Context: an optimization exercise on an open-source flow, tuned for small area, a short achievable clock period and few clock cycles. The choices shown serve that exercise and are no tape-out recipe. The RTL was checked by simulation tests, not by an equivalence proof against the original design. No activity file was given, so power comes from the tool's default toggle rates.

v1:
## gfd
module gfd (
    input  wire        clk,
    input  wire        rst,
    input  wire        cmd_valid,
    output wire        cmd_ready,
    input  wire [15:0] cmd,
    input  wire        h_req,
    input  wire        h_we,
    input  wire [9:0]  h_addr,
    input  wire [7:0]  h_wdata,
    output reg  [7:0]  h_rdata,
    output wire        h_ready,
    output wire        busy,
    output wire        fault
);
For scale: about 11,000 cells after synthesis, ~4,400 flip-flops, ~51 I/O pins, about 0.18 sq mm of cells after synthesis.
Settings: LEC_CHECK=0, ABC_AREA=0, CAP_MARGIN=60, CORE_MARGIN=2, CORE_UTILIZATION=35, CTS_CLUSTER_DIAMETER=80, CTS_CLUSTER_SIZE=20, PLACE_DENSITY=0.5, SETUP_SLACK_MARGIN=5, SLEW_MARGIN=60, SYNTH_HIERARCHICAL=1, TNS_END_PERCENT=5; clock period 12.0 ns.
run.sh (not shown) runs the stock make flow with config.mk's settings and CLKGATE_MAP_FILE= SYNTH_SCRIPT=/design/flow/synth_recipe.tcl, a recipe that flattens the netlist after the stock synthesis.
Testbench counts of v1, summed over its fixed seeds: cycles 57,500.
### v1 -> v41
Settings: swapping 0.5 for 0.65 in PLACE_DENSITY.
Results
Relative to v1, portion of the clock cycle consumed by the worst path in the final layout has decreased by 1.7 points in v41. Cmp v41 vs v1: portion of total power attributed to the clock network lower in v41. Total combinational power across v1 and v41: no real change. Fraction of cell area in non-clock buffers (v41 over v1): decrease, 0.16 points. Initial core utilization: v1 vs v41 identical. Taking v1 as the reference, in v41 combined buffer and inverter count along the critical path -3, setup slack +0.20 ns, worst-case setup slack after placement +0.19 ns. Run comparison: v41 end point of the critical path h_rdata[4]; v1 end point of the critical path h_rdata[5].
Input-level comparison between v29 and v41:
Settings: a change of CTS_CLUSTER_SIZE from 20 to 24; a change of CTS_CLUSTER_DIAMETER from 80 to 90; a change of PLACE_DENSITY from 0.65 to 0.75.
### Flow results
- In the metrics for v41 and v29, the one carrying the higher combinational fraction of design power is v29.
- On fraction of layout cells with a size suffix above 1, the lower figure sits with v29, not v41.
- Of the two values seen for source of the critical timing path, h_addr[7] was produced by v29 and h_addr[5] by v41.
- Route | v29 vs v41 | wire longer in v29
- Against v41, v29 comes in 45 lower on count of buffers not belonging to the clock network in the layout.
diff inputs: v29 => v5
Settings: CTS_CLUSTER_DIAMETER: 90 -> 80; CAP_MARGIN: 60 -> 40; PLACE_DENSITY: 0.75 -> 0.65; SLEW_MARGIN: 60 -> 40; CTS_CLUSTER_SIZE: 24 -> 20.
==> notes.md <==
Between v5 and v29, it is v5 whose global-route met1 utilization is higher, by 0.89 points. | setup slack after layout | higher: v5 |. Compare v5 and v29 | sequential share of layout area lower: v29. Looking at cell with the biggest individual delay on the critical path, the sky130_fd_sc_hd__nor2b_1 result is from v5; the sky130_fd_sc_hd__nand4_1 one comes from v29. The worst hold slack of v5 was inferior to that of v29. Taking v29 as the reference, in v5 global-route wire length before repair lower, met2 wire length now sits at about the same level, worst clock skew on the final layout dropped 0.026 ns, maximum fanout encountered on the critical timing path decreased by 7 relative to the old numbers. v5 and v29 all finish clean. Diff v29 -> v5: final area has decreased; clock latency reported for the late side of the worst-skew pair has remained practically unchanged; achievable frequency has increased.


Another version of the RTL of gfd (not shown whole).
Size in the first run: ~11000 cells after synthesis, ~4400 flip-flops, about 180000 sq um of cells after synthesis.
==> flow/design.v (excerpt) <==
module gfd (
    input  wire        clk,
    input  wire        rst,
    input  wire        cmd_valid,
    output wire        cmd_ready,
    input  wire [15:0] cmd,
    input  wire        h_req,
    input  wire        h_we,
    input  wire [9:0]  h_addr,
    input  wire [7:0]  h_wdata,
    output reg  [7:0]  h_rdata,
    output wire        h_ready,
    output wire        busy,
    output wire        fault
);
    localparam [3:0] OP_SHLC    = 4'h1;
    localparam [3:0] OP_DOUBLE  = 4'h2;
    localparam [3:0] OP_XORINTO = 4'h3;
    localparam [3:0] OP_XORTO   = 4'h4;
    localparam [3:0] OP_XORR    = 4'h5;
    localparam [3:0] OP_SETLEN  = 4'h6;
    localparam [1:0] CAUSE_ILLEGAL = 2'd1;
    localparam [1:0] CAUSE_SIZE    = 2'd2;
    localparam [1:0] CAUSE_LENGTH  = 2'd3;
    reg [4095:0] cells;           
    reg [31:0]   lens_q;          
    reg          carry_q;
    reg          fault_q;
    reg [1:0]    cause_q;
    reg          busy_q;
    reg          shift_q;         
    reg          dbl_q;           
    reg          shlc_q;          
    reg          pass_q;          
    reg          xq_q;            
    reg          ph_q;            
    reg          ser_q;           
    reg          cpy_q;           
    reg          first_q;         
    reg [1:0]    rd_q;
    reg [1:0]    rp_q;            
    reg [1:0]    rq_q;            
    reg [7:0]    n_q;             
    reg [1:0]    c_q;             
    reg          cin_q;           
    reg [6:0]    off_q;           
    reg [6:0]    j_q;             
    reg [6:0]    w_q;             
    assign cmd_ready = ~busy_q;
    assign h_ready   = ~busy_q;
    assign busy      = busy_q;
    assign fault     = fault_q;
    wire issue   = cmd_valid && !busy_q && !rst;
    wire host_we = h_req && h_we && !busy_q && !rst && !h_addr[9];
    wire [3:0] c_op = cmd[15:12];
    wire [1:0] c_rd = cmd[11:10];
    wire [1:0] c_ra = cmd[9:8];
  ...
export LEC_CHECK = 0
export ABC_AREA = 0
export CAP_MARGIN = 40
export CORE_MARGIN = 2
export CORE_UTILIZATION = 35
export CTS_CLUSTER_DIAMETER = 90
export CTS_CLUSTER_SIZE = 24
export PLACE_DENSITY = 0.65
export SETUP_SLACK_MARGIN = 5
export SLEW_MARGIN = 40
export SYNTH_HIERARCHICAL = 1
export TNS_END_PERCENT = 5
create_clock -name core_clock -period 12.0 [get_ports {clk}]
The baseline completed with no timing, DRC or antenna violations.
Testbench counts at the start, summed over its fixed seeds: cycles 57,500.
==> next run, changes <==
Settings changed: CTS_CLUSTER_DIAMETER 90 to 80, CTS_CLUSTER_SIZE 24 to 20.
Effect:
- setup slack got worse by 86 ps
- combinational power barely changes
- via count came out lower by 0.39%
- non-clock buffer count came out lower by 9
==> next run, changes <==
Settings changed: CAP_MARGIN 40 to 60, SLEW_MARGIN 40 to 60.
After rerunning:
- The new run passed the timing, design-rule and antenna checks
- utilization came out higher by 1.9 points
- sequential share of layout area went down by 3.0 points
- hold slack is about the same
- die area stays the same
- cell area increases by 4.8%
- synthesized cell count does not change
- total power rose by 1.1%
- critical path depth is lower by 2
- wire length rises by 2.6%

==> separate check: timing with driven ports <==
The results above use ideal ports. As a check the final layouts listed here were re-extracted and re-timed, cells and wires unchanged. Step 1 assumes that a clkbuf_16 drives the clock port and a buf_2 every other input. Step 2 times the ports against the registers' clock, not the clock port: input delays grow and output delays shrink by t, the midpoint of the rising clock arrivals with the driver on. a / b / c = ideal / step 1 / step 2; a / b = the first two.
run | shift t [ns] | setup slack, ns | clock arrival spread, ns | worst register clock-pin slew, ns
v1 | 1.123 | 3.471 / 3.106 / 3.106 | 0.087 / 0.087 | 0.09 / 0.09
v41 | 1.078 | 3.671 / 3.162 / 3.138 | 0.075 / 0.076 | 0.10 / 0.10
v29 | 1.089 | 3.476 / 3.149 / 3.149 | 0.104 / 0.104 | 0.11 / 0.11
v5 | 1.079 | 3.580 / 3.116 / 2.657 | 0.078 / 0.078 | 0.10 / 0.10
the first run of note 2 | 1.108 | 3.390 / 2.966 / 2.966 | 0.102 / 0.103 | 0.11 / 0.11
the second run of note 2 | 1.065 | 3.305 / 2.942 / 2.942 | 0.082 / 0.082 | 0.10 / 0.10
the third run of note 2 | 1.103 | 3.571 / 3.106 / 2.546 | 0.097 / 0.096 | 0.09 / 0.09
After both steps every run listed still meets setup and hold. The setup slack of the third run of note 2, which loses most, moves by -0.465 ns with the drivers and by -1.025 ns with both steps.
